From an optimization exercise on the open Yosys and OpenROAD flow, aimed at small area, a short achievable clock period and few clock cycles; shortcuts taken in it are not production practice.
Where RTL was checked, it was by simulation tests only, not by an equivalence proof against the original.
Function not checked in runs 1, 2 and 7: the RTL went through the layout flow alone.
No activity file was given, so power comes from the tool's default toggle rates.

==> flow/design.v <==
module rk_gpio (
    input              clk,
    input              rst,
    input              cmd_valid,
    output             cmd_ready,
    input      [31:0]  cmd_desc,
    input      [31:0]  cmd_data,
    output             rsp_valid,
    output     [2:0]   rsp_status,
    output     [31:0]  rsp_data,
    output             disp_valid,
    output     [7:0]   disp_irq,
    output             disp_exit,
    input      [63:0]  pad_in,
    output     [63:0]  pad_out,
    output     [63:0]  pad_oe,
    output     [63:0]  pull_en,
    output     [1:0]   bank_irq
);
    localparam ST_OK = 3'd0, ST_RANGE = 3'd1, ST_TRIG = 3'd2, ST_PULL = 3'd3,
               ST_MALFORMED = 3'd5, ST_INVREG = 3'd6, ST_GATED = 3'd7;
    wire [7:0]  op  = cmd_desc[31:24];
    wire [3:0]  fa  = cmd_desc[23:20];
    wire [3:0]  fz  = cmd_desc[19:16];
    wire [15:0] pin = cmd_desc[15:0];
    wire [7:0]  fb  = cmd_desc[15:8];
    wire [7:0]  fr  = cmd_desc[7:0];
    wire o_rd   = (op == 8'h01), o_wr  = (op == 8'h02), o_sb  = (op == 8'h03);
    wire o_wm   = (op == 8'h04) | (op == 8'h05);
    wire o_sdir = (op == 8'h10), o_slev = (op == 8'h11), o_glev = (op == 8'h12);
    wire o_pull = (op == 8'h13), o_trig = (op == 8'h14), o_req  = (op == 8'h15);
    wire o_toirq = (op == 8'h16);
    wire o_ien  = (op == 8'h20), o_idis = (op == 8'h21), o_iack = (op == 8'h22);
    wire o_wake = (op == 8'h23);
    wire o_dmx  = (op == 8'h30), o_susp = (op == 8'h40), o_res  = (op == 8'h41);
    wire o_reg  = o_rd | o_wr | o_sb;
    wire o_pin  = o_sdir | o_slev | o_glev | o_pull | o_trig | o_req | o_toirq |
                  o_ien | o_idis | o_iack | o_wake;
    wire known  = o_reg | o_wm | o_pin | o_dmx | o_susp | o_res;
    wire flag_a = o_sb | o_sdir | o_slev | o_wake;
    wire code_a = o_pull | o_trig | o_wm;
    wire hi_nz  = |pin[15:6];                             
    wire b_bad  = |fb[7:1];                               
    wire r_bad  = (|fr[7:4]) | (fr[3] & (|fr[2:0]));      
    wire z_ok   = (fz == 4'd0);
    wire a0     = (fa == 4'd0);
    wire a01    = ~(|fa[3:1]);
    wire p_ok   = z_ok & ~hi_nz;
    wire mal1 = ~known;
    wire mal2 = ~z_ok | (flag_a & ~a01) | (~flag_a & ~code_a & ~a0) | (o_wm & (fa >= 4'd3));
    wire mal3 = (o_dmx & (|fr)) | ((o_susp | o_res) & (|pin));
    wire inv  = (o_reg & (b_bad | r_bad)) | o_wm | (o_dmx & b_bad);
    wire rng  = o_pin & hi_nz;
    wire pul  = o_pull & (fa != 4'd0) & (fa != 4'd3);
    wire trg  = o_trig & (fa > 4'd4);
    wire a_rdok = o_rd & z_ok & a0 & ~b_bad;
    wire a_wrok = ((o_wr & a0) | (o_sb & a01)) & z_ok & ~b_bad;
    wire a_reg  = (a_rdok | a_wrok) & ~r_bad;
    wire a_sdir = o_sdir & p_ok & a01;
    wire a_slev = o_slev & p_ok & a01;
    wire a_glev = o_glev & p_ok & a0;
    wire a_pull = o_pull & p_ok & ((fa == 4'd0) | (fa == 4'd3));
    wire a_trig = o_trig & p_ok & (fa <= 4'd4);
    wire a_toirq = o_toirq & p_ok & a0;
    wire a_ien  = (o_ien | o_idis) & p_ok & a0;
    wire a_iack = o_iack & p_ok & a0;
    wire a_wake = o_wake & p_ok & a01;
    wire a_dmx  = o_dmx & z_ok & a0 & (fr == 8'd0) & ~b_bad;
    wire a_susp = o_susp & z_ok & a0 & (pin == 16'd0);
    wire a_res  = o_res & z_ok & a0 & (pin == 16'd0);
    wire [31:0] a_pm = 32'd1 << pin[4:0];
    reg        ready_q;          
    reg        v_q;              
    reg [1:0]  v_b;              
    reg        c_mal1, c_mal2, c_mal3, c_inv, c_rng, c_pul, c_trg;
    reg        c_rgok;           
    reg        c_pgok;           
    reg [7:0]  c_rd;             
    reg [8:0]  c_w;              
    reg        c_wall;           
    reg        c_glev, c_toirq, c_dmx, c_susp, c_res;
    reg        c_bank;
    reg        c_v, c_vity, c_vipl, c_vtm, c_cm;
    reg [31:0] dm;               
    wire        ld;              
    always @(posedge clk) begin
        if (ld) begin
            c_mal1  <= mal1;
            c_mal2  <= mal2;
            c_mal3  <= mal3;
            c_inv   <= inv;
            c_rng   <= rng;
            c_pul   <= pul;
            c_trg   <= trg;
            c_rgok  <= a_reg;
            c_pgok  <= a_sdir | a_slev | a_glev | a_pull | a_trig | a_ien | a_iack;
            c_rd    <= {8{a_rdok}} & {fr == 8'd8, fr == 8'd6, fr == 8'd5, fr == 8'd4,
                                      fr == 8'd3, fr == 8'd2, fr == 8'd1, fr == 8'd0};
            c_w     <= {a_wake, a_trig,
                        (a_wrok & (fr == 8'd7)) | a_iack,
                        (a_wrok & (fr == 8'd8)) | a_pull,
                        (a_wrok & (fr == 8'd5)) | a_trig,
                        (a_wrok & (fr == 8'd4)) | a_trig,
                        (a_wrok & (fr == 8'd3)) | a_ien,
                        (a_wrok & (fr == 8'd1)) | a_slev,
                        (a_wrok & (fr == 8'd0)) | a_sdir | a_trig};
            c_wall  <= o_wr;
            c_glev  <= a_glev;
            c_toirq <= a_toirq;
            c_dmx   <= a_dmx;
            c_susp  <= a_susp;
            c_res   <= a_res;
            c_bank  <= o_pin ? pin[5] : fb[0];
            c_v     <= ~o_trig & (o_ien | (~o_idis & fa[0]));    
            c_vity  <= o_reg ? fa[0] : (fa[2] | fa[1]);
            c_vipl  <= o_reg ? fa[0] : (fa[1] ^ fa[0]);
            c_vtm   <= fa[2];
            c_cm    <= o_wr | fa[0] | o_iack;
            dm      <= o_reg ? cmd_data : o_toirq ? {25'd0, 1'b1, pin[5:0]} : a_pm;
        end
    end
    reg [63:0] dir, dr, inten, inttype, intpol, pull, tmask, wake, saved, latch;
    reg [1:0]  clk_on;
    reg [1:0]  sv_ok;            
    reg [63:0] env_q;            
    reg [63:0] s_prev;           
    reg [1:0]  sup;              
    reg        eng_act;          
    reg        eng_acked;
    reg        rsp_v;
    reg [2:0]  rsp_st;
    reg [31:0] rsp_d;            
    reg        dsp_v, dsp_x;
    reg [5:0]  dsp_i;            
    reg [1:0]  birq_q;
    wire [63:0] pad = (dir & dr) | (~dir & env_q);
    wire [63:0] s   = ~(pad ^ intpol);
    wire [63:0] con = {{32{clk_on[1] & ~sup[1]}}, {32{clk_on[0] & ~sup[0]}}};
    wire [63:0] lte = latch | (con & inten & inttype & ~s_prev & s);
    wire [63:0] isr = inten & ((inttype & lte) | (~inttype & s));
    wire go    = v_q & ~eng_act;
    wire bon   = c_bank ? clk_on[1] : clk_on[0];       
    wire gchk  = c_rgok | c_pgok | c_dmx;
    wire gated = (gchk & ~bon) | (c_susp & ~(&clk_on));
    wire [2:0] ex_st = (c_mal1 | c_mal2 | c_mal3) ? ST_MALFORMED : c_inv ? ST_INVREG :
                       c_rng ? ST_RANGE : c_pul ? ST_PULL : c_trg ? ST_TRIG :
                       gated ? ST_GATED : ST_OK;
    wire x_dmx = go & c_dmx & bon;
    wire        rq = rst;
    wire [31:0] md    = {32{c_wall | rq}} | dm;                   
    wire [31:0] ce    = ({32{c_cm}} & dm) | {32{rq}};             
    wire [31:0] V_sh  = {32{~rq}} & (c_wall ? dm : {32{c_v}});
    wire [31:0] V_ity = {32{~rq}} & (c_wall ? dm : {32{c_vity}});
    wire        dbank = eng_act ? dsp_i[5] : c_bank;
    wire [31:0] b_isr = c_bank ? isr[63:32] : isr[31:0];
    wire [31:0] ilr_s = dbank ? inttype[63:32] : inttype[31:0];
    reg  [31:0] below;
    integer k;
    always @* for (k = 0; k < 32; k = k + 1) below[k] = (k < dsp_i[4:0]);
    wire [31:0] cand   = eng_act ? (rsp_d & below) : b_isr;
    wire        dmx_go = x_dmx | eng_act;
    wire [31:0] t_any [0:5];
    wire [31:0] t_mul [0:5];
    wire [31:0] t_ex  [0:5];
    wire [4:0]  t_ix  [0:5][0:31];
    genvar g, h;
    generate
        for (h = 0; h < 32; h = h + 1) begin : leaf
            assign t_any[0][h] = cand[h];
            assign t_mul[0][h] = 1'b0;
            assign t_ex[0][h]  = ilr_s[h];
            assign t_ix[0][h]  = 5'd0;
        end
        for (g = 1; g <= 5; g = g + 1) begin : lvl
            for (h = 0; h < (32 >> g); h = h + 1) begin : node
                wire aH = t_any[g-1][2*h+1], aL = t_any[g-1][2*h];
                assign t_any[g][h] = aH | aL;
                assign t_mul[g][h] = t_mul[g-1][2*h+1] | t_mul[g-1][2*h] | (aH & aL);
                assign t_ex[g][h]  = aH ? t_ex[g-1][2*h+1] : t_ex[g-1][2*h];
                assign t_ix[g][h]  = aH ? (t_ix[g-1][2*h+1] | (5'd1 << (g-1))) : t_ix[g-1][2*h];
            end
            for (h = (32 >> g); h < 32; h = h + 1) begin : pad0
                assign t_any[g][h] = 1'b0;
                assign t_mul[g][h] = 1'b0;
                assign t_ex[g][h]  = 1'b0;
                assign t_ix[g][h]  = 5'd0;
            end
        end
    endgenerate
    wire       any   = t_any[5][0];
    wire       multi = t_mul[5][0];
    wire [4:0] top   = t_ix[5][0];
    wire       top_x = t_ex[5][0];
    wire [1:0] bsel = {c_bank & clk_on[1], ~c_bank & clk_on[0]};
    wire [1:0] r_dir = {2{c_rd[0]}} & bsel;
    wire [1:0] r_dr  = {2{c_rd[1]}} & bsel;
    wire [1:0] r_pad = {2{c_rd[2]}} & bsel;
    wire [1:0] r_ien = {2{c_rd[3]}} & bsel;
    wire [1:0] r_ity = {2{c_rd[4]}} & bsel;
    wire [1:0] r_ipl = {2{c_rd[5]}} & bsel;
    wire [1:0] r_isr = {2{c_rd[6] | c_dmx}} & bsel;
    wire [1:0] r_pul = {2{c_rd[7]}} & bsel;
    wire [1:0] r_lev = {2{c_glev}} & bsel;
    reg  [31:0] rval;
    reg         glev;
    integer j;
    always @* begin
        rval = 32'd0;
        glev = 1'b0;
        for (j = 0; j < 2; j = j + 1) begin
            rval = rval | ({32{r_dir[j]}} & dir[j*32 +: 32]) | ({32{r_dr[j]}} & dr[j*32 +: 32]) |
                          ({32{r_pad[j]}} & pad[j*32 +: 32]) | ({32{r_ien[j]}} & inten[j*32 +: 32]) |
                          ({32{r_ity[j]}} & inttype[j*32 +: 32]) | ({32{r_ipl[j]}} & intpol[j*32 +: 32]) |
                          ({32{r_isr[j]}} & isr[j*32 +: 32]) | ({32{r_pul[j]}} & pull[j*32 +: 32]);
            glev = glev | (r_lev[j] & (|(pad[j*32 +: 32] & dm)));
        end
    end
    wire [31:0] ex_d = rval | ({32{c_toirq}} & dm) | {31'd0, glev};
    wire [63:0] n_dir, n_dr, n_inten, n_inttype, n_intpol, n_pull, n_tmask,
                n_wake, n_saved, n_latch;
    wire [1:0]  n_clk_on, n_sup, n_sv_ok;
    generate
        for (g = 0; g < 2; g = g + 1) begin : gb
            wire sel   = v_b[g] & ~eng_act;
            wire gsel  = sel & clk_on[g];                 
            wire w_dir = (gsel & c_w[0]) | rq;
            wire w_dr  = (gsel & c_w[1]) | rq;
            wire w_ien = (gsel & c_w[2]) | rq;
            wire w_ity = (gsel & c_w[3]) | rq;
            wire w_ipl = (gsel & c_w[4]) | rq;
            wire w_pul = (gsel & c_w[5]) | rq;
            wire w_clr = (gsel & c_w[6]) | rq;
            wire w_tm  = (gsel & c_w[7]) | rq;
            wire w_wk  = (sel  & c_w[8]) | rq;
            wire susp  = go & c_susp & clk_on[g];
            wire res   = go & c_res;
            wire dmx   = x_dmx & (c_bank == g);
            wire [31:0] q_dir = dir[g*32 +: 32],   q_dr  = dr[g*32 +: 32];
            wire [31:0] q_ien = inten[g*32 +: 32], q_ity = inttype[g*32 +: 32];
            wire [31:0] q_ipl = intpol[g*32 +: 32], q_pul = pull[g*32 +: 32];
            wire [31:0] q_tm  = tmask[g*32 +: 32], q_wk  = wake[g*32 +: 32];
            wire [31:0] q_sv  = saved[g*32 +: 32], q_lte = lte[g*32 +: 32];
            wire [31:0] q_pad = pad[g*32 +: 32],   q_isr = isr[g*32 +: 32];
            wire [31:0] q_env = env_q[g*32 +: 32];
            wire [31:0] m_dir = {32{w_dir}} & md;
            wire [31:0] m_dr  = {32{w_dr}}  & md;
            wire [31:0] m_ien = {32{w_ien}} & md;
            wire [31:0] m_ity = {32{w_ity}} & md;
            wire [31:0] m_ipl = {32{w_ipl}} & md;
            wire [31:0] m_pul = {32{w_pul}} & md;
            wire [31:0] m_tm  = {32{w_tm}}  & md;
            wire [31:0] m_wk  = {32{w_wk}}  & md;
            wire [31:0] m_dmx = {32{dmx}} & q_isr & q_tm;
            wire [31:0] clr   = {32{w_clr}} & ce;
            wire [31:0] V_ipl = {32{~rq}} & (c_wall ? dm : c_vtm ? ~q_env : {32{c_vipl}});
            wire [31:0] d_icm = (m_ipl & V_ipl) | (~m_ipl & q_ipl);
            assign n_dir[g*32 +: 32]     = (m_dir & V_sh)  | (~m_dir & q_dir);
            assign n_dr[g*32 +: 32]      = (m_dr  & V_sh)  | (~m_dr  & q_dr);
            assign n_inttype[g*32 +: 32] = (m_ity & V_ity) | (~m_ity & q_ity);
            assign n_intpol[g*32 +: 32]  = (m_dmx & ~q_pad) | (~m_dmx & d_icm);
            assign n_pull[g*32 +: 32]    = (m_pul & V_sh)  | (~m_pul & q_pul);
            assign n_tmask[g*32 +: 32]   = (m_tm & {32{c_vtm & ~rq}}) | (~m_tm & q_tm);
            assign n_wake[g*32 +: 32]    = (m_wk & V_sh) | (~m_wk & q_wk);
            assign n_inten[g*32 +: 32]   = susp ? q_wk :
                                           res  ? (({32{sv_ok[g]}} & q_sv) | (q_isr & q_wk)) :
                                                  ((m_ien & V_sh) | (~m_ien & q_ien));
            assign n_saved[g*32 +: 32]   = susp ? q_ien : q_sv;
            assign n_sv_ok[g]  = ~rq & (susp | sv_ok[g]);
            assign n_latch[g*32 +: 32]   = ~clr & q_lte;
            assign n_clk_on[g] = rq | res | (susp ? (|q_wk) : clk_on[g]);
            assign n_sup[g]    = dmx;
        end
    endgenerate
    wire v_n   = ready_q ? cmd_valid : (v_q & ~go);
    wire bank_n = ld ? (o_pin ? pin[5] : fb[0]) : c_bank;
    wire eng_n = dmx_go & multi;
    assign ld  = ~(eng_act & v_q);
    always @(posedge clk) begin
        env_q  <= pad_in;
        s_prev <= s;
        birq_q <= rst ? 2'b00 : {|isr[63:32], |isr[31:0]};
        dir <= n_dir;  dr <= n_dr;  inten <= n_inten;  inttype <= n_inttype;
        intpol <= n_intpol;  pull <= n_pull;  tmask <= n_tmask;  wake <= n_wake;
        saved <= n_saved;  latch <= n_latch;  clk_on <= n_clk_on;  sup <= n_sup;
        sv_ok <= n_sv_ok;
        rsp_st <= eng_act ? ST_OK : ex_st;
        if (!eng_act)
            rsp_d  <= ex_d;
        dsp_x  <= top_x & ~(eng_act & eng_acked);
        dsp_i  <= {dbank, top};
        eng_acked <= (eng_act & eng_acked) | top_x;
        if (rst) begin
            ready_q <= 1'b1;
            v_q     <= 1'b0;
            v_b     <= 2'b00;
            eng_act <= 1'b0;
            rsp_v   <= 1'b0;
            dsp_v   <= 1'b0;
        end else begin
            v_q     <= v_n;
            v_b     <= {v_n & bank_n, v_n & ~bank_n};
            eng_act <= eng_n;
            ready_q <= ~(eng_n & v_n);
            rsp_v   <= (go & ~(x_dmx & multi)) | (eng_act & ~multi);
            dsp_v   <= dmx_go & any;
        end
    end
    assign cmd_ready  = ready_q;
    assign rsp_valid  = rsp_v;
    assign rsp_status = rsp_st;
    assign rsp_data   = rsp_d;
    assign disp_valid = dsp_v;
    assign disp_irq   = {2'b01, dsp_i};
    assign disp_exit  = dsp_x;
    assign pad_out    = dr;
    assign pad_oe     = dir;
    assign pull_en    = pull;
    assign bank_irq   = birq_q;
endmodule
==> flow/flow/run.sh <==
#!/bin/bash
# The standard layout (the standard.sh, unchanged synthesis), with a timing
# repair target below the clock period, port buffers that are plain buffers,
# and cell sizing not held to the same footprint.
set -euo pipefail
bash standard.sh synth > synth.log 2>&1
bash standard.sh SETUP_SLACK_MARGIN=6.7 MATCH_CELL_FOOTPRINT=0 \
    "BUFFER_PORTS_ARGS=-buffer_cell sky130_fd_sc_hd__buf_1" finish > layout.log 2>&1
==> flow/standard.sh <==
#!/bin/bash
# synth_recipe.tcl (not shown) runs the flow's synth.tcl, then flattens the netlist and writes it again
# the make line also repeats each setting of config.mk as NAME=value (left out here)
make -C /OpenROAD-flow-scripts/flow DESIGN_CONFIG=/design/flow/config.mk WORK_HOME=/design/flow/orfs CLKGATE_MAP_FILE= SYNTH_SCRIPT=/design/flow/synth_recipe.tcl "${@:-finish}"
==> flow/config.mk <==
export PLATFORM = sky130hd
export DESIGN_NAME = rk_gpio
export DESIGN_NICKNAME = rk_gpio
export VERILOG_FILES = /design/flow/design.v
export SDC_FILE = /design/flow/constraint.sdc
export NUM_CORES = 8
export LEC_CHECK = 0
export CAP_MARGIN = 20
export CORE_MARGIN = 2
export CORE_UTILIZATION = 50
export CTS_BUF_LIST = sky130_fd_sc_hd__clkbuf_16
export CTS_CLUSTER_DIAMETER = 100
export CTS_CLUSTER_SIZE = 20
export SLEW_MARGIN = 20
==> flow/constraint.sdc <==
create_clock -name core_clock -period 10.0 [get_ports {clk}]
set_input_delay 2.0000 -clock core_clock [delete_from_list [all_inputs] [get_ports {clk}]]
set_output_delay 2.0000 -clock core_clock [all_outputs]
set_load 0.01 [all_outputs]
==> metrics.md, run 1 <==
| Metric | Value |
|---|---|
| Status | timing/DRC/antenna clean |
| Top Metal Used | met5 |
| Rows | 108 |
| Leak | 18.39 nW |
| DRC | 0 |
| First-pass GRT wire length | 300.5 mm |
| Asr flop ratio synth | 0% |
| Drt first pass iters | 7 |
| Clk root buf | clkbuf_16 |
| Port buffer count | 369 |
| Dpl cells | 5474 |
| Pwr dens | 154.3 nW/um^2 |
| Post-synth cell types | 101 |
| Tmin final | 3.503 ns |
| Main synth FF type | edfxtp_1 |
| Crit-path max cell delay | 0.49 ns |
| WP data required | 10.61 ns |
| CTS tree | built |
| Worst slack at placement | 4.341 ns |
| DR iter-0 viols | 7971 |
| Antenna-violating nets left | 0 |
| Placer Congestion | 1.064 |
| Post-synth top area share | 46.29% |
| Hold Vio Cnt, Final | 0 |
| Final HPWL DP | 144.0 mm |
| Setup crit end kind | register |
| Clock Sinks | 896 |
| Post-synth top area cell | edfxtp_1 |
| Mapped Area | 43910 um^2 |
| Die H | 300.4 um |
| Tcrit/Tclk final | 35.03% |
| Hold path startpoint | eng_acked |
| R2R setup slack | 6.50 ns |
| Crit path depth | 13 |
| Worst-skew pair later-pin latency | 0.68 ns |
| Largest net degree at the start of global routing | 73 |
| Setup TNS Final | 0 ns |
| Final setup violation count | 0 |
| Reg-to-reg startpoint | sup[0] |
| Antenna violations before repair | 21 |
| Critical path's most frequent cell | buf_4 |
| DR vias/cell | 7.454 |
| Count of flip-flops with a built-in enable after synthesis | 677 |
| Critical path cell sequence | buf_4, nand2b_2, nor4b_1, a22oi_1, o211a_1, nand4_2, or3_4, buf_4, a21oi_2, o22ai_2, o31ai_4, buf_12, and2_1 |
| Routed Wire Length | 221.1 mm |
| Utilization after layout | 59.50% |
| # nets final | 4722 |
| Global Route Usage Sum | 47.20% |
| Layout area overhead | 17.72% |
| CP max FO | 11 |
| Syn Nets | 4320 |
| Most frequent cells in the layout | 677 x edfxtp_1, 533 x nor2_1, 319 x o21ai_0 |
| Full die area | 90220 um^2 |
| Tot Pwr | 7.978 mW |
| Final setup margin | 6.497 ns |
| Syn Area/Cell | 10.49 um^2 |
| Post-synthesis sequential area ratio | 56.28% |
| Final Max Slew Viols | 0 |
| Family with the most delay on the worst path | simple AND/OR/NAND/NOR gates |
| Crit Path Class | reg -> reg |
| Clock transition at path regs | 0.10 ns |
| Synth Warn # | 1 |
| Routed wl met2 | 89.29 mm |
| Clock Path Buffers | 3 |
| Non-Filler Instances | 5795 |
| Clk_skew | 0.04276 ns |
| GRT overflow | 0 |
| Commonest non-fill, non-tap cell in the layout | edfxtp_1 |
| Hold Crit Class | reg -> reg |
| H-tree depth reported by CTS | 2 |
| CP Buf/Inv Count | 3 |
| Met3 WL | 36.93 mm |
| Seq cells post-synth | 896 |
| Vias in the first global route | 39939 |
| Max capacitance violation total | 0 |
| Initial core utilization | 50.54% |
| Dominant cells by area after synthesis | edfxtp_1 46%, dfxtp_1 10%, nor2_1 5.0% |
| # IOs | 372 |
| Core Area | 86890 um^2 |
| Wire per inst | 38.15 um |
| Crit path max-delay cell type | nand2b_2 |
| Maximum VDD drop | 0.1385 mV |
| Fmax | 0.2855 GHz |
| CTS Buf Count | 51 |
| Critical Path Start Type | register |
| Worst Hold Endpoint | dsp_x |
| Mapped Cells | 4187 |
| Reg2Reg Capture Point | rsp_v |
| Layout cell share with drive strength beyond 1 | 17.60% |
| Worst R2R Path Depth | 13 |
| WP data arrival | 4.11 ns |
| Die width | 300.4 um |
| DR vias | 43198 |
| DRT met1 WL | 75.11 mm |
| Slew margin rel. | 5.756% |
| RSZ-0062 raised after global routing | yes |
| Hold depth | 1 |
| Worst-margin pin slew | 1.414 ns |
[cell type report]
cell class / count / area, um^2
Clock buffer: 53 / 1326
Sequential cell: 896 / 24750
Timing Repair Buffer: 686 / 4516
Inverter: 32 / 123.9
Fill cell: 7552 / 35190
Tap cell: 1155 / 1445
Antenna cell: 9 / 22.52
Multi-Input combinational cell: 2922 / 19340
Clock inverter: 42 / 176.4
[cells in the mapped netlist, types with 27 or more instances]
cell,n
a22oi_1,233
o21ai_0,377
a221oi_1,47
nor2_1,583
and2_1,30
nand2_1,231
edfxtp_1,677
nand4_1,116
nor4_1,37
nand3_1,109
buf_1,32
o221ai_1,63
o21a_1,67
dfxtp_1,219
inv_1,30
nand2b_1,27
clkbuf_1,292
nor2b_1,38
a221o_1,33
mux2i_1,32
a21oi_1,239
and3_1,59
a222oi_1,31
xnor2_1,58
nor3_1,36
a21o_1,40
a22o_1,34
mux2_2,57
a41oi_1,45
[power breakdown]
group          internal (mW)  switching [mW]  leakage, nW
sequential              4.20           0.181         8.58
combinational          0.439           0.870         8.93
clock                  0.966            1.32        0.876
total                   5.60            2.38         18.4
[metal layers]
| metal | vias up | track usage, % |
|---|---|---|
| met1 | 20755 | 59.19 |
| met5 | - | 0 |
| met2 | 4301 | 66.48 |
| met3 | 1154 | 18.92 |
| met4 | 18 | 32.70 |
| li1 | 16970 | - |
[worst max path at each step]
stage / startpoint / end / slack (ns)
floorplan: cmd_desc[12] / c_w[2] / 6.35
global placement: rst / register / 4.41
detailed placement: rst / register / 4.34
CTS: rsp_d[0] / rsp_data[0] / 6.59
global route: register / pad_oe[21] / 6.50
finish: sup[0] / rsp_v / 6.50
[metrics by stage]
step / hold slack, ns / instance area, um^2
3_5_place_dp: 0.4269 / 46920
3_3_place_gp: 0.4188 / 46900
4_1_cts: 0.4398 / 50280
2_1_floorplan: 0.4124 / 44690
6_report: 0.4372 / 51690
5_1_grt: 0.4471 / 51670
[what timing repair did]
action                                  in CTS  in global routing
hold buffers                                 0                  0
endpoints found under the setup margin    1060                270
pin swaps                                   34                 37
cloned                                       8                  3
resized for setup                          215                180
buffers inserted                           118                 88
[kinds of logic after synthesis]
logic type               share of synthesized area, %
AO/OA/AOI/OAI                                   22.12
other                                         0.01710
XOR/XNOR                                        1.345
flip-flops                                      56.28
multiplexers                                    2.530
AND/OR/NAND/NOR                                 14.36
adder cells (fa/ha/maj)                       0.05697
buffers and inverters                           3.296
==> run 2: changes to the inputs <==
--- a/flow/config.mk
+++ b/flow/config.mk
@@ -9,3 +9,3 @@
 export CORE_MARGIN = 2
-export CORE_UTILIZATION = 50
+export CORE_UTILIZATION = 55
 export CTS_BUF_LIST = sky130_fd_sc_hd__clkbuf_16
==> run 2 against run 1 <==
Net effect: largest cell class unchanged; power down 0.55%; register-to-register slack improved by 0.10 ns; utilization grew 5.0 points; clock-buffer cell count up 1; critical endpoint is now rsp_data[30]; clock skew is 0.016 ns lower; sequential share of layout area is 0.68 points higher; synthesized area did not move; synthesized cell count is the same; critical path depth shrank 12; combinational power about the same; sequential power is essentially flat; wire length fell by 3.7%.
==> metrics.md, run 2 <==
| Metric | Value |
|---|---|
| Die H | 286.6 um |
| Slew margin rel. | 21.61% |
| Post-synthesis sequential area ratio | 56.28% |
| Commonest non-fill, non-tap cell in the layout | edfxtp_1 |
| # IOs | 372 |
| R2R setup slack | 6.60 ns |
| CTS tree | built |
| Crit path max-delay cell type | edfxtp_1 |
| Maximum VDD drop | 0.1279 mV |
| Dominant cells by area after synthesis | edfxtp_1 46%, dfxtp_1 10%, nor2_1 5.0% |
| Critical path cell sequence | buf_1 |
| Mapped Area | 43910 um^2 |
| # nets final | 4684 |
| Tcrit/Tclk final | 34.41% |
| DR iter-0 viols | 8265 |
| DRC | 0 |
| Layout area overhead | 16.10% |
| H-tree depth reported by CTS | 2 |
| Crit Path Class | reg -> out |
| Post-synth top area cell | edfxtp_1 |
| Final Max Slew Viols | 0 |
| DR vias | 42964 |
| Crit path depth | 1 |
| Rows | 103 |
| Main synth FF type | edfxtp_1 |
| Largest net degree at the start of global routing | 73 |
| Pwr dens | 155.6 nW/um^2 |
| Syn Area/Cell | 10.49 um^2 |
| Wire per inst | 37.71 um |
| Crit-path max cell delay | 0.59 ns |
| CTS Buf Count | 50 |
| RSZ-0062 raised after global routing | yes |
| Final HPWL DP | 138.7 mm |
| Filler cell count | 6604 |
| Placer Congestion | 1.061 |
| DR vias/cell | 7.606 |
| Post-synth cell types | 101 |
| Clk_skew | 0.02696 ns |
| Hold slack | 0.4444 ns |
| Hold depth | 1 |
| Max capacitance violation total | 0 |
| Tot Pwr | 7.934 mW |
| Tmin final | 3.441 ns |
| Status | timing/DRC/antenna clean |
| Final setup violation count | 0 |
| Critical Path Start Type | register |
| Count of flip-flops with a built-in enable after synthesis | 677 |
| Clock transition at path regs | 0.09 ns |
| Worst-skew pair later-pin latency | 0.67 ns |
| Family with the most delay on the worst path | flip-flops |
| CP max FO | 2 |
| Initial core utilization | 55.59% |
| GRT overflow | 0 |
| Worst R2R Path Depth | 8 |
| Leak | 18.05 nW |
| Setup TNS Final | 0 ns |
| Non-Filler Instances | 5649 |
| Core Area | 79000 um^2 |
| Most common cell in the netlist | edfxtp_1 |
| Post-synth top area share | 46.29% |
| Setup crit end kind | output pin |
| Full die area | 82120 um^2 |
| Worst-margin pin slew | 1.173 ns |
| WP data required | 8.00 ns |
| Syn Nets | 4320 |
| Asr flop ratio synth | 0% |
| Port buffer count | 369 |
| Fmax | 0.2906 GHz |
| Drt first pass iters | 9 |
| Seq cells post-synth | 896 |
| Die width | 286.6 um |
| Hold Vio Cnt, Final | 0 |
| Dpl cells | 5370 |
| Synth Warn # | 1 |
| First-pass GRT wire length | 291.6 mm |
| Post-synth top cells | 677 x edfxtp_1, 583 x nor2_1, 377 x o21ai_0 |
| Clock Path Buffers | 3 |
| Global Route Usage Sum | 49.95% |
| Routed Wire Length | 213.0 mm |
| CP Buf/Inv Count | 1 |
| Mapped Cells | 4187 |
| Layout cell share with drive strength beyond 1 | 16.36% |
| Antenna-violating nets left | 0 |
| Clock Sinks | 896 |
| Hold Crit Class | reg -> reg |
| Antenna violations before repair | 16 |
| Most frequent cells in the layout | 677 x edfxtp_1, 534 x nor2_1, 328 x buf_1 |
| Vias in the first global route | 39326 |
| WP data arrival | 1.44 ns |
| Utilization after layout | 64.54% |
| Clk root buf | clkbuf_16 |
==> run 2: changes by cell type in the layout (fill, tap and decap cells not counted), moves of 4 or more <==
cell,previous run,this run
nor2_4,44,40
buf_1,318,328
buf_4,264,231
buf_8,4,0
a221oi_1,38,43
buf_6,39,30
==> run 2: layout make-up <==
type | instances | area (um^2) | area share [%]
clock buffer | 54 | 1351 | 2.650
multi-input combinational | 2923 | 19210 | 37.68
sequential | 896 | 24750 | 48.55
inverter | 32 | 121.4 | 0.2380
timing repair buffer | 648 | 4071 | 7.986
clock inverter | 38 | 142.6 | 0.2798
tap | 1050 | 1314 | 2.577
antenna | 8 | 20.02 | 0.03927
==> run 2: worst reg2reg max path, stage by stage, from the launching register on <==
cell and delay (ns):
edfxtp_1 0.46, mux2_4 0.40, xnor2_1 0.20, a31o_2 0.31, buf_4 0.16, nor4_1 0.76, nand2_1 0.12, nor4_1 0.38
a31oi_1 0.38
==> run 2: report_power, final <==
group	internal [mW]	switching (mW)	leakage, nW
combinational	0.419	0.857	8.61
clock	0.974	1.30	0.868
sequential	4.20	0.183	8.58
==> run 2: through the flow <==
stage	setup WS, ns	area (um^2)
2_1_floorplan	6.351	44690
3_3_place_gp	4.984	46790
3_5_place_dp	4.941	46790
4_1_cts	6.621	49900
5_1_grt	6.579	50960
6_report	6.559	50980
==> run 2: routing by layer <==
metal,part of all wire (%),global-route usage (%),up-vias
met5,0.095,0,-
met4,8.8,34.40,22
met3,17,17.85,1118
met2,40,69.29,4340
met1,34,65.21,20598
li1,-,-,16886
==> run 2: repair_timing <==
action | 4_1_cts | 5_1_grt
buffers inserted | 103 | 65
hold buffers | 0 | 0
hold endpoints to repair | 0 | 0
endpoints found under the setup margin | 1022 | 208
gates resized for setup | 210 | 125
pin swaps | 31 | 27
cloned | 6 | 4
==> run 2: final timing paths <==
kind	startpoint	endpoint
max reg2reg	register	birq_q[0]
min reg2reg	eng_acked	dsp_x
max	rsp_d[30]	rsp_data[30]
min	eng_acked	dsp_x
==> run 2: kinds of logic after synthesis <==
logic type	Yosys count	synth area share [%]
AOI/OAI and AO/OA	1410	22.12
and+or+nand+nor	1342	14.36
DFF	896	56.28
buffers and inverters	372	3.296
muxes	99	2.530
xor gates and xnor gates	64	1.345
adders and majority gates	2	0.05697
other	2	0.01710
==> run 3: changes to the inputs <==
--- a/flow/design.v
+++ b/flow/design.v
@@ -234,5 +234,5 @@
             wire w_wk  = (sel  & c_w[8]) | rq;
-            wire susp  = go & c_susp & clk_on[g];
-            wire res   = go & c_res;
-            wire dmx   = x_dmx & (c_bank == g);
+            wire susp  = go & c_susp & clk_on[g] & ~rq;
+            wire res   = go & c_res & ~rq;
+            wire dmx   = x_dmx & (c_bank == g) & ~rq;
             wire [31:0] q_dir = dir[g*32 +: 32],   q_dr  = dr[g*32 +: 32];
==> run 3 against run 2 <==
Net effect: sequential power up 11%; sequential cell count stayed put; combinational power increased by 120%; cell count is 1.9% higher; fmax is 9.7% lower; clock-buffer cell count shrank 1; clock power about the same; hold slack better by 0.032 ns; highest routed layer unchanged; design area decreased by 0.12%.
==> metrics.md, run 3 <==
| Metric | Value |
|---|---|
| Status | timing/DRC/antenna clean |
| Main synth FF type | edfxtp_1 |
| Filler cell count | 6607 |
| Worst R2R Path Depth | 11 |
| WP data required | 10.53 ns |
| Tcrit/Tclk final | 38.10% |
| Global Route Usage Sum | 50.59% |
| Final HPWL DP | 136.4 mm |
| Port buffer count | 369 |
| Antenna violations before repair | 18 |
| # nets final | 4784 |
| Rows | 103 |
| Clk_skew | 0.01980 ns |
| Post-synth cell types | 95 |
| Mapped Area | 44060 um^2 |
| Setup crit end kind | register |
| Area of the multi-input gates | 19190 um^2 |
| Dominant cells by area after synthesis | edfxtp_1 46%, dfxtp_1 10%, o21ai_0 5.1% |
| Utilization after layout | 64.36% |
| RSZ-0062 raised after global routing | yes |
| Hold Vio Cnt, Final | 0 |
| Wire per inst | 37.31 um |
| CP Buf/Inv Count | 2 |
| Setup TNS Final | 0 ns |
| Dpl cell area | 46920 um^2 |
| Hold_buf cts | 0 |
| FF+latch area | 24740 um^2 |
| Hold Crit Class | reg -> reg |
| GRT overflow | 0 |
| Critical Path Start Type | register |
| Asr flop ratio synth | 0% |
| Worst-margin pin slew | 1.132 ns |
| Family with the most delay on the worst path | simple AND/OR/NAND/NOR gates |
| Layout area overhead | 15.58% |
| Largest net degree at the start of global routing | 99 |
| Final setup violation count | 0 |
| Crit Path Class | reg -> reg |
| Dpl cells | 5482 |
| H-tree depth reported by CTS | 2 |
| DR vias | 43860 |
| Worst-skew pair later-pin latency | 0.67 ns |
| Non-Filler Instances | 5759 |
| Critical Path Start | eng_act |
| Post-synth top cells | 677 x edfxtp_1, 576 x nor2_1, 447 x o21ai_0 |
| R2R setup slack | 6.19 ns |
| CTS Buf Count | 50 |
| Post-synth top area cell | edfxtp_1 |
| Max capacitance violation total | 0 |
| Clock Path Buffers | 3 |
| Post-synthesis sequential area ratio | 56.09% |
| Tmin final | 3.810 ns |
| Maximum VDD drop | 0.1642 mV |
| Most frequent cells in the layout | 677 x edfxtp_1, 525 x nor2_1, 395 x o21ai_0 |
| Synth Warn # | 1 |
| Leak | 17.60 nW |
| Crit path max-delay cell type | a222oi_1 |
| Syn Nets | 4433 |
| Final Max Slew Viols | 0 |
| Routed Wire Length | 214.8 mm |
| First-pass GRT wire length | 294.9 mm |
| CP Capture Point | rsp_v |
| CP max FO | 41 |
| Critical path cell sequence | buf_8, nor2b_4, buf_8, nand4_1, nand3_1, a311o_2, a222oi_1, nand4_1, nor4_4, a31oi_4, nor4_4 |
| Core Area | 79130 um^2 |
| Antenna-violating nets left | 0 |
| Reg-to-reg startpoint | eng_act |
| Hold slack | 0.4760 ns |
| Clock Sinks | 896 |
| DRC | 0 |
| DR vias/cell | 7.616 |
| Layout cell share with drive strength beyond 1 | 15.26% |
| Slew margin rel. | 24.53% |
| Die width | 287.0 um |
| Clk root buf | clkbuf_16 |
| DR iter-0 viols | 7846 |
| Placer Congestion | 1.060 |
| Pwr dens | 194.8 nW/um^2 |
| Syn Area/Cell | 10.25 um^2 |
| Seq cells post-synth | 896 |
| # IOs | 372 |
| Most common cell in the netlist | edfxtp_1 |
| Crit-path max cell delay | 0.67 ns |
| Fmax | 0.2625 GHz |
| Final Cell Area | 50930 um^2 |
| Final setup margin | 6.190 ns |
| Hold depth | 2 |
| Crit path depth | 11 |
| Mapped Cells | 4300 |
| Clock transition at path regs | 0.09 ns |
| Die H | 287.0 um |
| Count of flip-flops with a built-in enable after synthesis | 677 |
| Tot Pwr | 9.922 mW |
| Commonest non-fill, non-tap cell in the layout | edfxtp_1 |
| Drt first pass iters | 10 |
| Initial core utilization | 55.68% |
| Worst slack at placement | 4.649 ns |
| Vias in the first global route | 39618 |
| Full die area | 82390 um^2 |
| CTS tree | built |
| Reg2Reg Capture Point | rsp_v |
| WP data arrival | 4.34 ns |
| Post-synth top area share | 46.14% |
run 3: cells by family after synthesis:
family,synth area share [%]
AOI/OAI and AO/OA,21.37
other,0.01704
and+or+nand+nor,15.42
muxes,2.380
DFF,56.09
xor gates and xnor gates,1.272
adders and majority gates,0.05678
buffers and inverters,3.391
run 3: report_power, final:
group / internal, mW / switching [mW]
Sequential: 4.45 / 0.414
Combinational: 0.866 / 1.89
Clock: 0.986 / 1.31
Total: 6.30 / 3.62
run 3: worst reg2reg max path, stage by stage, from the launching register on:
cell and delay [ns]:
dfxtp_4 0.38, buf_8 0.22, nor2b_4 0.14, buf_8 0.24, nand4_1 0.23, nand3_1 0.08
a311o_2 0.43, a222oi_1 0.68, nand4_1 0.37, nor4_4 0.34, a31oi_4 0.23, nor4_4 0.35
run 3: worst min-delay path by stage:
stage	slack (ns)	to	startpoint
3_5_place_dp	0.45	eng_acked	eng_acked
6_report	0.48	eng_acked	eng_acked
4_1_cts	0.47	eng_acked	eng_acked
2_1_floorplan	0.43	eng_acked	eng_acked
3_3_place_gp	0.44	eng_acked	eng_acked
5_1_grt	0.50	eng_acked	eng_acked
run 3: routing by layer:
metal | vias to the layer above | global-route usage [%] | wire length, um
met5 | - | 1.163 | 268
met4 | 11 | 34.84 | 18490
met3 | 1113 | 20.59 | 38000
met2 | 4637 | 68.83 | 84530
met1 | 20962 | 65.41 | 73560
li1 | 17137 | - | -
run 3: timing repair:
item	4_1_cts	5_1_grt
setup endpoints to repair	805	169
gates resized for setup	194	94
cloned	7	0
setup buffers	129	31
pin swaps	38	24
run 3: layout make-up:
type | instances | area share (%)
diodes | 16 | 0.07862
repair buffers | 634 | 7.808
well taps | 1050 | 2.580
multi-input cells | 3030 | 37.68
clock buffers | 53 | 2.604
flip-flops and latches | 896 | 48.59
clock inverters | 41 | 0.3538
inverters | 39 | 0.3047
Testbench counts of run 3, summed over its fixed seeds: cycles 5,593.
==> run 4: changes to the inputs <==
--- a/flow/config.mk
+++ b/flow/config.mk
@@ -9,3 +9,3 @@
 export CORE_MARGIN = 2
-export CORE_UTILIZATION = 55
+export CORE_UTILIZATION = 50
 export CTS_BUF_LIST = sky130_fd_sc_hd__clkbuf_16
==> run 4 against run 3 <==
Net effect: still clean; via count decreased by 1.8%; utilization decreased by 6.0 points; critical path depth decreased by 10; power decreased by 0.55%; wire length increased by 0.59%; global-route usage decreased by 4.6 points; clock-buffer cell count increased by 1; sequential share of layout area increased by 0.15 points; design area decreased by 0.29%; die area increased by 9.9%; register-to-register slack improved by 0.39 ns; largest cell class unchanged.
==> metrics.md, run 4 <==
| Metric | Value |
|---|---|
| Count of flip-flops with a built-in enable after synthesis | 677 |
| Drt first pass iters | 9 |
| Layout area overhead | 15.25% |
| Vias in the first global route | 39233 |
| Final Cell Area | 50780 um^2 |
| Core Area | 87020 um^2 |
| Syn Nets | 4433 |
| Slew margin rel. | 21.08% |
| Final HPWL DP | 138.7 mm |
| Post-synth top area cell | edfxtp_1 |
| WP data arrival | 1.46 ns |
| Max capacitance violation total | 0 |
| Hold Crit Class | reg -> reg |
| Hold_buf cts | 0 |
| DR vias | 43089 |
| Top Metal Used | met5 |
| Routed Wire Length | 216.1 mm |
| Most frequent cells in the layout | 677 x edfxtp_1, 521 x nor2_1, 395 x o21ai_0 |
| Antenna violations before repair | 19 |
| Layout cell share with drive strength beyond 1 | 15.11% |
| Full die area | 90510 um^2 |
| RSZ-0062 raised after global routing | yes |
| Pwr dens | 194.3 nW/um^2 |
| Post-synth top area share | 46.14% |
| Final setup violation count | 0 |
| Syn Area/Cell | 10.25 um^2 |
| Mapped Cells | 4300 |
| WP data required | 8.00 ns |
| Placer Congestion | 1.040 |
| Setup crit end kind | output pin |
| Die width | 300.9 um |
| First-pass GRT wire length | 294.0 mm |
| Leak | 17.50 nW |
| Tmin final | 3.461 ns |
| Antenna-violating nets left | 0 |
| DR vias/cell | 7.361 |
| Fmax | 0.2889 GHz |
| Worst-skew pair later-pin latency | 0.69 ns |
| Crit path max-delay cell type | edfxtp_1 |
| Die H | 300.9 um |
| Met3 WL | 34.92 mm |
| Clk_skew | 0.04023 ns |
| Clock Path Buffers | 3 |
| Clk root buf | clkbuf_16 |
| Post-synth top cells | 677 x edfxtp_1, 576 x nor2_1, 447 x o21ai_0 |
| Synth Warn # | 1 |
| Global Route Usage Sum | 46.02% |
| # nets final | 4776 |
| Main synth FF type | edfxtp_1 |
| Seq cells post-synth | 896 |
| Tcrit/Tclk final | 34.61% |
| DRC | 0 |
| Largest net degree at the start of global routing | 73 |
| Routed wl met2 | 87.36 mm |
| Post-synth cell types | 95 |
| Final Max Slew Viols | 0 |
| Rows | 108 |
| Port buffer count | 369 |
| Critical Path Start Type | register |
| H-tree depth reported by CTS | 2 |
| Wire per inst | 36.92 um |
| Hold Vio Cnt, Final | 0 |
| DR iter-0 viols | 7552 |
| Most common cell in the netlist | edfxtp_1 |
| Setup TNS Final | 0 ns |
| GRT overflow | 0 |
| DRT met1 WL | 76.22 mm |
| Tot Pwr | 9.867 mW |
| Commonest non-fill, non-tap cell in the layout | edfxtp_1 |
| Clock transition at path regs | 0.10 ns |
| # IOs | 372 |
| Clock Sinks | 896 |
| Crit Path Class | reg -> out |
| Worst-margin pin slew | 1.184 ns |
| CTS tree | built |
| Family with the most delay on the worst path | flip-flops |
| Dominant cells by area after synthesis | edfxtp_1 46%, dfxtp_1 10%, o21ai_0 5.1% |
| Post-synthesis sequential area ratio | 56.09% |
| Crit-path max cell delay | 0.60 ns |
| CP max FO | 2 |
| Mapped Area | 44060 um^2 |
| CP Buf/Inv Count | 1 |
| Status | timing/DRC/antenna clean |
| Asr flop ratio synth | 0% |
| Critical path cell sequence | buf_1 |
| Initial core utilization | 50.63% |
| Dpl cell area | 47000 um^2 |
| CTS Buf Count | 50 |
| Filler cell count | 7725 |
| Maximum VDD drop | 0.1572 mV |
==> run 4: cell counts after synthesis <==
Identical to the previous run, type by type.
==> run 4: cell type report <==
| cell class | count | area (um^2) | share of cell area (%) |
|---|---|---|---|
| Antenna cell | 14 | 35.03 | 0.06899 |
| Timing Repair Buffer | 628 | 3761 | 7.407 |
| Multi-Input combinational cell | 3028 | 19140 | 37.68 |
| Sequential cell | 896 | 24750 | 48.73 |
| Clock buffer | 54 | 1351 | 2.661 |
| Inverter | 39 | 153.9 | 0.3031 |
| Clock inverter | 40 | 150.1 | 0.2957 |
| Tap cell | 1155 | 1445 | 2.846 |
==> run 4: logic make-up after synthesis <==
| logic type | synth area share, % |
|---|---|
| XOR/XNOR | 1.272 |
| AO/OA/AOI/OAI | 21.37 |
| other | 0.01704 |
| multiplexers | 2.380 |
| AND/OR/NAND/NOR | 15.42 |
| adder cells (fa/ha/maj) | 0.05678 |
| buffers and inverters | 3.391 |
| flip-flops | 56.09 |
==> run 4: final timing paths <==
check | startpoint | to | slack, ns | cells after the start
worst max-delay path | rsp_d[0] | rsp_data[0] | 6.54 | 1
worst min-delay path | eng_acked | eng_acked | 0.48 | 2
worst max register to register | sup[1] | ready_q | 6.58 | 11
worst min register to register | eng_acked | eng_acked | 0.48 | 2
==> run 4: what timing repair did <==
item	4_1_cts	5_1_grt
buffers inserted	95	56
pin swaps	19	30
setup endpoints to repair	957	252
gates resized for setup	169	87
gates cloned	5	3
==> run 4: report_power, final <==
| group | switching (mW) | internal, mW | total, mW |
|---|---|---|---|
| sequential | 0.412 | 4.45 | 4.86 |
| combinational | 1.86 | 0.843 | 2.70 |
| clock | 1.33 | 0.976 | 2.30 |
==> run 4: per-stage QoR <==
step	util [%]	hold slack [ns]	worst slack (ns)	instances
floorplan	-	0.4322	6.051	4300
global placement	54.01	0.4374	5.083	5587
detailed placement	54.01	0.4507	5.059	5587
CTS	57.34	0.4756	6.528	5781
global route	58.31	0.4880	6.537	5840
finish	58.35	0.4778	6.539	5854
==> run 4: metal layers <==
layer,track usage (%),vias to the layer above
li1,-,17120
met1,60.24,20821
met2,65.06,4099
met3,15.97,1033
met4,29.03,16
met5,0,-
==> run 5: changes to the inputs <==
--- a/flow/flow/run.sh
+++ b/flow/flow/run.sh
@@ -6,3 +6,3 @@
 bash standard.sh synth > synth.log 2>&1
-bash standard.sh SETUP_SLACK_MARGIN=6.7 MATCH_CELL_FOOTPRINT=0 \
+bash standard.sh SETUP_SLACK_MARGIN=6.8 MATCH_CELL_FOOTPRINT=0 \
     "BUFFER_PORTS_ARGS=-buffer_cell sky130_fd_sc_hd__buf_1" finish > layout.log 2>&1
==> run 5 against run 4 <==
Net effect: still clean on timing, DRC and antenna; sequential cell count is the same; critical path depth increased by 10; wire length up 3.4%; combinational power is 13% higher.
==> metrics.md, run 5 <==
| Metric | Value |
|---|---|
| Slew margin rel. | 16.12% |
| Vias in the first global route | 40403 |
| H-tree depth reported by CTS | 2 |
| DR vias | 44023 |
| Most frequent cells in the layout | 677 x edfxtp_1, 424 x nor2_1, 383 x o21ai_0 |
| Layout cell share with drive strength beyond 1 | 25.36% |
| Clk_skew | 0.04134 ns |
| Setup crit end kind | register |
| Antenna-violating nets left | 0 |
| Placer Congestion | 1.043 |
| Clock Path Buffers | 3 |
| Tmin final | 3.774 ns |
| Global Route Usage Sum | 47.72% |
| Syn Nets | 4433 |
| First-pass GRT wire length | 304.3 mm |
| Asr flop ratio synth | 0% |
| # nets final | 4985 |
| Non-Filler Instances | 6057 |
| Hold depth | 2 |
| GRT overflow | 0 |
| Antenna violations before repair | 17 |
| Rows | 108 |
| Filler cell count | 7285 |
| Final HPWL DP | 141.1 mm |
| Tcrit/Tclk final | 37.74% |
| Clk root buf | clkbuf_16 |
| RSZ-0062 raised after global routing | yes |
| Seq cells post-synth | 896 |
| Post-synth top cells | 677 x edfxtp_1, 576 x nor2_1, 447 x o21ai_0 |
| Hold Crit Class | reg -> reg |
| Commonest non-fill, non-tap cell in the layout | edfxtp_1 |
| Final setup violation count | 0 |
| Initial core utilization | 50.63% |
| Worst-margin pin slew | 1.258 ns |
| Core Area | 87020 um^2 |
| Count of flip-flops with a built-in enable after synthesis | 677 |
| Syn Area/Cell | 10.25 um^2 |
| Setup TNS Final | 0 ns |
| Leak | 19.30 nW |
| # IOs | 372 |
| Post-synth cell types | 95 |
| Die width | 300.9 um |
| CTS Buf Count | 50 |
| Worst slack at placement | 4.490 ns |
| WP data arrival | 4.28 ns |
| Maximum VDD drop | 0.1460 mV |
| Post-synth top area cell | edfxtp_1 |
| CTS tree | built |
| DR vias/cell | 7.268 |
| DR iter-0 viols | 8171 |
| Wire per inst | 36.89 um |
| Worst-skew pair later-pin latency | 0.68 ns |
| Status | timing/DRC/antenna clean |
| Fmax | 0.2650 GHz |
| Die H | 300.9 um |
| Routed Wire Length | 223.4 mm |
| Final Max Slew Viols | 0 |
| Layout area overhead | 22.26% |
| Main synth FF type | edfxtp_1 |
| Max capacitance violation total | 0 |
| Mapped Area | 44060 um^2 |
| Full die area | 90510 um^2 |
| WP data required | 10.51 ns |
| Dpl cells | 5592 |
| Worst R2R Path Depth | 11 |
| Clock Sinks | 896 |
| Post-synthesis sequential area ratio | 56.09% |
| Final Cell Area | 53870 um^2 |
| CP max FO | 36 |
| Dpl cell area | 47520 um^2 |
| Final setup margin | 6.226 ns |
| Clock transition at path regs | 0.09 ns |
| Largest net degree at the start of global routing | 72 |
| Most common cell in the netlist | edfxtp_1 |
| Hold_buf cts | 0 |
| Crit Path Class | reg -> reg |
| Pwr dens | 189.1 nW/um^2 |
| Post-synth top area share | 46.14% |
| DRC | 0 |
| Mapped Cells | 4300 |
| Critical Path Start Type | register |
| Hold Vio Cnt, Final | 0 |
| Drt first pass iters | 10 |
| Port buffer count | 369 |
| Dominant cells by area after synthesis | edfxtp_1 46%, dfxtp_1 10%, o21ai_0 5.1% |
| Synth Warn # | 1 |
[run 5: layout make-up]
class / count / area [um^2] / share of cell area (%)
Timing Repair Buffer: 836 / 6213 / 11.53
Multi-Input combinational cell: 3029 / 19780 / 36.72
Inverter: 39 / 171.4 / 0.3182
Clock buffer: 54 / 1351 / 2.508
Tap cell: 1155 / 1445 / 2.683
Clock inverter: 39 / 146.4 / 0.2717
Sequential cell: 896 / 24740 / 45.92
Antenna cell: 9 / 22.52 / 0.04181
[run 5: path summary, 6_finish.rpt]
path / startpoint / end / slack (ns)
max: c_bank / rsp_v / 6.23
min: eng_acked / eng_acked / 0.47
max reg2reg: c_bank / rsp_v / 6.23
min reg2reg: eng_acked / eng_acked / 0.47
[run 5: what timing repair did]
| item | CTS | global route |
|---|---|---|
| setup endpoints to repair | 1045 | 387 |
| pin swaps | 49 | 17 |
| gates cloned | 12 | 1 |
| gates resized for setup | 419 | 129 |
| setup buffers | 282 | 68 |
[run 5: report_power, final]
| part | switching, mW | internal [mW] |
|---|---|---|
| clock network | 1.32 | 0.976 |
| logic | 2.00 | 1.05 |
| registers | 0.395 | 4.45 |
[run 5: kinds of logic after synthesis]
family	after synthesis	synth area share [%]
and+or+nand+nor	1455	15.42
AOI/OAI and AO/OA	1408	21.37
DFF	896	56.09
buffers and inverters	378	3.391
muxes	95	2.380
xor gates and xnor gates	64	1.272
adders and majority gates	2	0.05678
other	2	0.01704
[run 5: per-layer routing]
layer,part of all wire [%],vias up,GRT usage (%)
met5,0.10,-,0
met4,8.3,22,31.90
met3,17,1049,18.90
met2,40,4209,66.05
met1,35,21219,61.43
li1,-,17524,-
[run 5: metrics by stage]
| step | power (mW) | util, % | hold WS [ns] |
|---|---|---|---|
| finish | 10.19 | 61.90 | 0.4731 |
| global route | 10.32 | 61.88 | 0.5073 |
| CTS | 9.866 | 60.76 | 0.4720 |
| detailed placement | 7.256 | 54.61 | 0.4520 |
| global placement | 7.235 | 54.55 | 0.4475 |
| floorplan | 6.154 | - | 0.4322 |
[run 5: worst max-delay path, cell delays in order (launching register included)]
cell      delay (ns)
dfxtp_1         0.33
buf_6           0.29
nor2_4          0.16
buf_12          0.23
nand4_1         0.13
nand3_1         0.08
a311o_2         0.49
a222oi_1        0.60
nand4_1         0.29
nor4_4          0.29
a31oi_4         0.17
nor4_4          0.53
==> run 6: changes to the inputs <==
--- a/flow/flow/run.sh
+++ b/flow/flow/run.sh
@@ -6,3 +6,3 @@
 bash standard.sh synth > synth.log 2>&1
-bash standard.sh SETUP_SLACK_MARGIN=6.8 MATCH_CELL_FOOTPRINT=0 \
+bash standard.sh SETUP_SLACK_MARGIN=6.6 MATCH_CELL_FOOTPRINT=0 \
     "BUFFER_PORTS_ARGS=-buffer_cell sky130_fd_sc_hd__buf_1" finish > layout.log 2>&1
==> run 6 against run 5 <==
Net effect: still clean on timing, DRC and antenna; synthesized area unchanged; global-route usage shrank 2.3 points; synthesized cell count unchanged; fmax up 1.5%.
==> metrics.md, run 6 <==
| Metric | Value |
|---|---|
| Full die area | 90510 um^2 |
| Non-Filler Instances | 5809 |
| Internal power | 6.249 mW |
| Vias in the first global route | 38509 |
| Seq pwr share | 49.5% |
| Drt first pass iters | 9 |
| Seq cells post-synth | 896 |
| # IOs | 372 |
| CTS tree | built |
| Leak | 17.25 nW |
| Mapped Area | 44060 um^2 |
| Switching power share of the total | 36.60% |
| Rows | 108 |
| Core Area | 87020 um^2 |
| Port buffer count | 369 |
| Crit Path Class | reg -> reg |
| Xor/xnor share of the synthesized area | 1.272% |
| Largest family of logic cells by synthesized area | compound AO/OA/AOI/OAI gates |
| RSZ-0062 raised after global routing | yes |
| # nets final | 4735 |
| Antenna violations before repair | 21 |
| DR vias | 42641 |
| Crit path max-delay cell type | dfxtp_1 |
| Utilization after layout | 58.02% |
| Post-synth cell types | 95 |
| Critical path cell sequence | nand2b_4, buf_8, or2_2, a221oi_2, buf_4, a222oi_1, buf_4, buf_4, nand4_2, and4b_2, nor2_1, o31a_1, buf_12, nor4_4 |
| Hold Vio Cnt, Final | 0 |
| Critical Path Start Type | register |
| GR Util met1 | 59.89% |
| Synth Warn # | 1 |
| Global Route Usage Sum | 45.44% |
| Met3 GRT Util | 14.86% |
| Die H | 300.9 um |
| Most frequent cells in the layout | 677 x edfxtp_1, 527 x nor2_1, 401 x o21ai_0 |
| Routed Wire Length | 213.9 mm |
| Wire per inst | 36.82 um |
| Switching Power | 3.608 mW |
| Worst-margin pin slew | 1.268 ns |
| DR vias/cell | 7.341 |
| Combinational share of power | 27.5% |
| Final Max Slew Viols | 0 |
| Largest net degree at the start of global routing | 73 |
| Status | timing/DRC/antenna clean |
| Post-synth top area share | 46.14% |
| CP max FO | 16 |
| Syn Area/Cell | 10.25 um^2 |
| Synth Area in Compound Gates | 21.37% |
| Clock Path Buffers | 3 |
| Syn Nets | 4433 |
| Die width | 300.9 um |
| WP data required | 10.51 ns |
| CTS Buf Count | 50 |
| Count of flip-flops with a built-in enable after synthesis | 677 |
| Clock Sinks | 896 |
| Main synth FF type | edfxtp_1 |
| Clock power share | 23.0% |
| Clk_skew | 0.02849 ns |
| Clk root buf | clkbuf_16 |
| GR peak layer | met2 |
| Maximum VDD drop | 0.1476 mV |
| Pwr dens | 195.2 nW/um^2 |
| Asr flop ratio synth | 0% |
| Placer Congestion | 1.049 |
| Layout area overhead | 14.59% |
| Tmin final | 3.719 ns |
| Mapped Cells | 4300 |
| Post-synthesis sequential area ratio | 56.09% |
| Met2 usage in global routing | 66.11% |
| Post-synth top area cell | edfxtp_1 |
| GRT overflow | 0 |
| Adder-cell share of the synthesized area | 0.05679% |
| WP data arrival | 4.23 ns |
| Dominant cells by area after synthesis | edfxtp_1 46%, dfxtp_1 10%, o21ai_0 5.1% |
| Fmax | 0.2689 GHz |
| Worst-skew pair later-pin latency | 0.67 ns |
| Hold_buf cts | 0 |
| Post-Synth Simple-Gate Area | 15.42% |
| Most common cell in the netlist | edfxtp_1 |
| Post-synthesis mux area share | 2.380% |
| Max capacitance violation total | 0 |
| Setup crit end kind | register |
| Setup TNS Final | 0 ns |
| DR iter-0 viols | 7314 |
| H-tree depth reported by CTS | 2 |
| Final HPWL DP | 142.6 mm |
| Tcrit/Tclk final | 37.19% |
| Antenna-violating nets left | 0 |
| Dpl cells | 5594 |
| Initial core utilization | 50.63% |
| Layout cell share with drive strength beyond 1 | 13.47% |
| Final setup violation count | 0 |
| First-pass GRT wire length | 291.1 mm |
| Post-synth top cells | 677 x edfxtp_1, 576 x nor2_1, 447 x o21ai_0 |
| Critical path's most frequent cell | buf_4 |
| Crit-path max cell delay | 0.43 ns |
| Hold Crit Class | reg -> reg |
| DRC | 0 |
| Commonest non-fill, non-tap cell in the layout | edfxtp_1 |
| Slew margin rel. | 15.25% |
| Clock transition at path regs | 0.10 ns |
-- run 6: cell count changes in the layout (fill, tap and decap cells not counted), moves of 30 or more --
cell,previous run,this run
buf_1,170,357
nor2_1,424,527
clkbuf_2,176,9
buf_4,382,166
nor2_2,106,4
a21oi_2,39,9
a21oi_1,214,246
-- run 6: cells by family (layout without fill, tap and decap cells) --
group / after synthesis / count (layout)
AND/OR/NAND/NOR: 1455 / 1458
AO/OA/AOI/OAI: 1408 / 1408
flip-flops: 896 / 896
buffers and inverters: 378 / 716
multiplexers: 95 / 95
XOR/XNOR: 64 / 64
adder cells (fa/ha/maj): 2 / 2
other: 2 / 15
-- run 6: metrics by stage --
step	total power, mW	hold WS, ns	area, um^2	worst slack (ns)
final	9.857	0.4766	50490	6.281
after global routing	10.02	0.4892	50460	6.236
after CTS	9.567	0.4763	49620	6.476
after detailed placement	7.227	0.4544	47020	4.790
after global placement	7.212	0.4453	47010	4.838
after floorplan	6.097	0.4322	44680	6.051
-- run 6: timing repair --
item                       4_1_cts  5_1_grt
resized for setup              166       78
setup endpoints to repair      823      228
gates cloned                     5        4
buffers inserted                56       46
hold endpoints to repair         0        0
pin swaps                       26       14
-- run 6: worst paths after layout --
check / start / to / slack [ns] / cells after the start
setup reg to reg: sup[1] / rsp_v / 6.28 / 14
hold / removal: eng_acked / eng_acked / 0.48 / 2
hold reg to reg: eng_acked / eng_acked / 0.48 / 2
setup / recovery: sup[1] / rsp_v / 6.28 / 14
-- run 6: area by class of cell --
cell class | count | area, um^2
Inverter | 39 | 162.7
Sequential cell | 896 | 24730
Tap cell | 1155 | 1445
Multi-Input combinational cell | 3029 | 19090
Fill cell | 7788 | 36530
Timing Repair Buffer | 586 | 3557
Clock buffer | 53 | 1326
Clock inverter | 38 | 143.9
Antenna cell | 13 | 32.53
-- run 6: metal layers --
metal	wire (um)	up-vias
met5	117	-
met4	15010	14
met3	33500	870
met2	89390	3904
met1	75870	20816
li1	-	17037
-- run 6: critical path: cells and delay by family (launching register included) --
kind                   cells  cell delay [ns]
AO/OA/AOI/OAI              3             0.64
buffers and inverters      5             0.94
flip-flops                 1             0.43
AND/OR/NAND/NOR            6             1.53
-- run 6: power groups by stage --
stage	logic [mW]	registers [mW]	clock network [mW]
CTS	2.47	4.85	2.25
global route	2.76	4.89	2.36
global placement	2.27	4.94	0
floorplan	1.34	4.76	0
finish	2.71	4.88	2.27
detailed placement	2.28	4.94	0
==> run 7: changes to the inputs <==
--- a/flow/design.v
+++ b/flow/design.v
@@ -128,2 +128,3 @@
     reg        eng_act;          
+    reg        eng_idle;         
     reg        eng_acked;
@@ -140,3 +141,3 @@
     wire [63:0] isr = inten & ((inttype & lte) | (~inttype & s));
-    wire go    = v_q & ~eng_act;
+    wire go    = v_q & eng_idle;
     wire bon   = c_bank ? clk_on[1] : clk_on[0];       
@@ -223,3 +224,3 @@
         for (g = 0; g < 2; g = g + 1) begin : gb
-            wire sel   = v_b[g] & ~eng_act;
+            wire sel   = v_b[g] & eng_idle;
             wire gsel  = sel & clk_on[g];                 
@@ -296,2 +297,3 @@
             eng_act <= 1'b0;
+            eng_idle <= 1'b1;
             rsp_v   <= 1'b0;
@@ -302,2 +304,3 @@
             eng_act <= eng_n;
+            eng_idle <= ~eng_n;
             ready_q <= ~(eng_n & v_n);
--- a/flow/flow/run.sh
+++ b/flow/flow/run.sh
@@ -6,3 +6,3 @@
 bash standard.sh synth > synth.log 2>&1
-bash standard.sh SETUP_SLACK_MARGIN=6.6 MATCH_CELL_FOOTPRINT=0 \
+bash standard.sh SETUP_SLACK_MARGIN=6.7 MATCH_CELL_FOOTPRINT=0 \
     "BUFFER_PORTS_ARGS=-buffer_cell sky130_fd_sc_hd__buf_1" finish > layout.log 2>&1
==> run 7 against run 6 <==
Net effect: still clean on timing, DRC and antenna; synthesized cell count is 1.2% higher; clock skew grew 0.023 ns; non-clock buffer count grew 190; worst setup slack improved by 0.067 ns; first-iteration DRC count rose by 12%; power shrank 19%; clock-buffer cell count down 2; global-route usage rose by 1.2 points.
==> metrics.md, run 7 <==
| Metric | Value |
|---|---|
| Asr flop ratio synth | 0% |
| Clock Path Buffers | 3 |
| Seq cells post-synth | 897 |
| Critical Path Start Type | register |
| Rows | 109 |
| Hold slack | 0.5155 ns |
| Die width | 302.0 um |
| Post-synthesis sequential area ratio | 55.69% |
| Mapped Area | 44410 um^2 |
| # IOs | 372 |
| Post-synth top area cell | edfxtp_1 |
| Status | timing/DRC/antenna clean |
| Syn Area/Cell | 10.21 um^2 |
| R2R setup slack | 6.35 ns |
| Clock Sinks | 897 |
| Hold_buf cts | 0 |
| Layout cell share with drive strength beyond 1 | 20.13% |
| First-pass GRT wire length | 299.9 mm |
| Wire per inst | 36.76 um |
| Crit Path Class | reg -> reg |
| Max capacitance violation total | 0 |
| FF+latch area | 24770 um^2 |
| Full die area | 91220 um^2 |
| Filler cell count | 7610 |
| Antenna-violating nets left | 0 |
| Area of the multi-input gates | 19830 um^2 |
| Drt first pass iters | 9 |
| Count of flip-flops with a built-in enable after synthesis | 677 |
| Final setup violation count | 0 |
| Final Cell Area | 53180 um^2 |
| DR vias/cell | 7.383 |
| Maximum VDD drop | 0.1472 mV |
| Crit path max-delay cell type | or4_4 |
| GRT overflow | 0 |
| Post-synth top cells | 677 x edfxtp_1, 581 x nor2_1, 454 x o21ai_0 |
| Dpl cells | 5650 |
| DR vias | 44776 |
| Tot Pwr | 7.985 mW |
| Post-synth top area share | 45.78% |
| WP data required | 10.55 ns |
| Synth Warn # | 1 |
| DRC | 0 |
| Main synth FF type | edfxtp_1 |
| Layout area overhead | 19.74% |
| Vias in the first global route | 39862 |
| Dominant cells by area after synthesis | edfxtp_1 46%, dfxtp_1 9.9%, o21ai_0 5.1% |
| Hold Vio Cnt, Final | 0 |
| Core Area | 88240 um^2 |
| Dpl cell area | 47520 um^2 |
| Global Route Usage Sum | 46.67% |
| Setup crit end kind | register |
| WP data arrival | 4.20 ns |
| CTS tree | built |
| Die H | 302.0 um |
| Most frequent cells in the layout | 677 x edfxtp_1, 532 x nor2_1, 434 x o21ai_0 |
| Most common cell in the netlist | edfxtp_1 |
| Worst R2R Path Depth | 10 |
| Hold Crit Class | reg -> reg |
| Mapped Cells | 4350 |
| Worst-skew pair later-pin latency | 0.71 ns |
| DR iter-0 viols | 8176 |
| # nets final | 4972 |
| Setup TNS Final | 0 ns |
| Largest net degree at the start of global routing | 72 |
| Crit-path max cell delay | 0.46 ns |
| Slew margin rel. | 20.96% |
| CP max FO | 13 |
| Tmin final | 3.652 ns |
| Syn Nets | 4483 |
| Pwr dens | 150.2 nW/um^2 |
| Antenna violations before repair | 24 |
| Tcrit/Tclk final | 36.52% |
| Critical path cell sequence | buf_8, or3_4, o211a_1, a41o_1, nor3b_4, o22ai_2, or4_4, nor4b_4, nand4b_4, o41ai_4 |
| Worst-margin pin slew | 1.186 ns |
| Clock transition at path regs | 0.10 ns |
| Leak | 18.97 nW |
| RSZ-0062 raised after global routing | yes |
| H-tree depth reported by CTS | 2 |
| Hold depth | 2 |
| Placer Congestion | 1.045 |
| Final Max Slew Viols | 0 |
| Initial core utilization | 50.33% |
| Fmax | 0.2738 GHz |
| Clk root buf | clkbuf_16 |
| CTS Buf Count | 50 |
| Routed Wire Length | 222.9 mm |
| Post-synth cell types | 105 |
| Clk_skew | 0.05185 ns |
| Final HPWL DP | 142.0 mm |
| Port buffer count | 369 |
| Commonest non-fill, non-tap cell in the layout | edfxtp_1 |
| Non-Filler Instances | 6065 |
==> run 7: cells by family after synthesis <==
| family | share of synthesized area, % |
|---|---|
| AOI/OAI and AO/OA | 21.24 |
| xor gates and xnor gates | 1.262 |
| adders and majority gates | 0.07888 |
| buffers and inverters | 3.372 |
| DFF | 55.69 |
| muxes | 2.615 |
| other | 0.01691 |
| and+or+nand+nor | 15.72 |
==> run 7: report_power, final <==
| part | internal (mW) | switching, mW | total (mW) |
|---|---|---|---|
| registers | 4.20 | 0.185 | 4.39 |
| clock network | 0.928 | 1.33 | 2.26 |
| logic | 0.463 | 0.877 | 1.34 |
==> run 7: area by class of cell <==
class                           instances  share of cell area, %
Sequential cell                       897                  46.59
Multi-Input combinational cell       3075                  37.30
Timing Repair Buffer                  776                  10.28
Tap cell                             1165                  2.741
Clock buffer                           51                  2.400
Clock inverter                         40                 0.2918
Inverter                               39                 0.2918
Antenna cell                           22                 0.1035
==> run 7: final timing paths <==
check / startpoint / end
max: dsp_i[1] / rsp_v
min: latch[3] / latch[3]
max reg2reg: dsp_i[1] / rsp_v
min reg2reg: latch[3] / latch[3]
==> run 7: metal layers <==
| layer | up-vias | GRT usage (%) | wire length, um |
|---|---|---|---|
| met5 | - | 0.4658 | 233 |
| met4 | 16 | 27.04 | 17320 |
| met3 | 1072 | 19.85 | 39790 |
| met2 | 4512 | 64.70 | 88430 |
| met1 | 21627 | 60.84 | 77160 |
| li1 | 17549 | - | - |
==> run 7: repair_timing <==
item / CTS / global route
endpoints found under the setup margin: 1112 / 409
pin swaps: 24 / 51
buffers inserted: 140 / 142
gates resized for setup: 267 / 202
cloned: 12 / 7
==> run 7: stage by stage <==
stage                     utilization, %  setup WS (ns)
after detailed placement           53.86          4.366
after CTS                          58.08          6.551
after floorplan                        -          6.490
after global routing               60.20          6.382
after global placement             53.85          4.425
final                              60.26          6.348
==> run 7: worst max-delay path: cells and delay by family (launching register included) <==
family	cells	cell delay [ns]
AND/OR/NAND/NOR	5	1.87
flip-flops	1	0.37
AO/OA/AOI/OAI	4	1.07
buffers and inverters	1	0.17

Setup slack of run 7, layout unchanged: 6.348 ns with ideal ports, 6.348 ns with driving cells assumed (clock clkbuf_16, inputs buf_2), 5.843 ns with port delays also shifted by the 0.758 ns mid clock arrival.
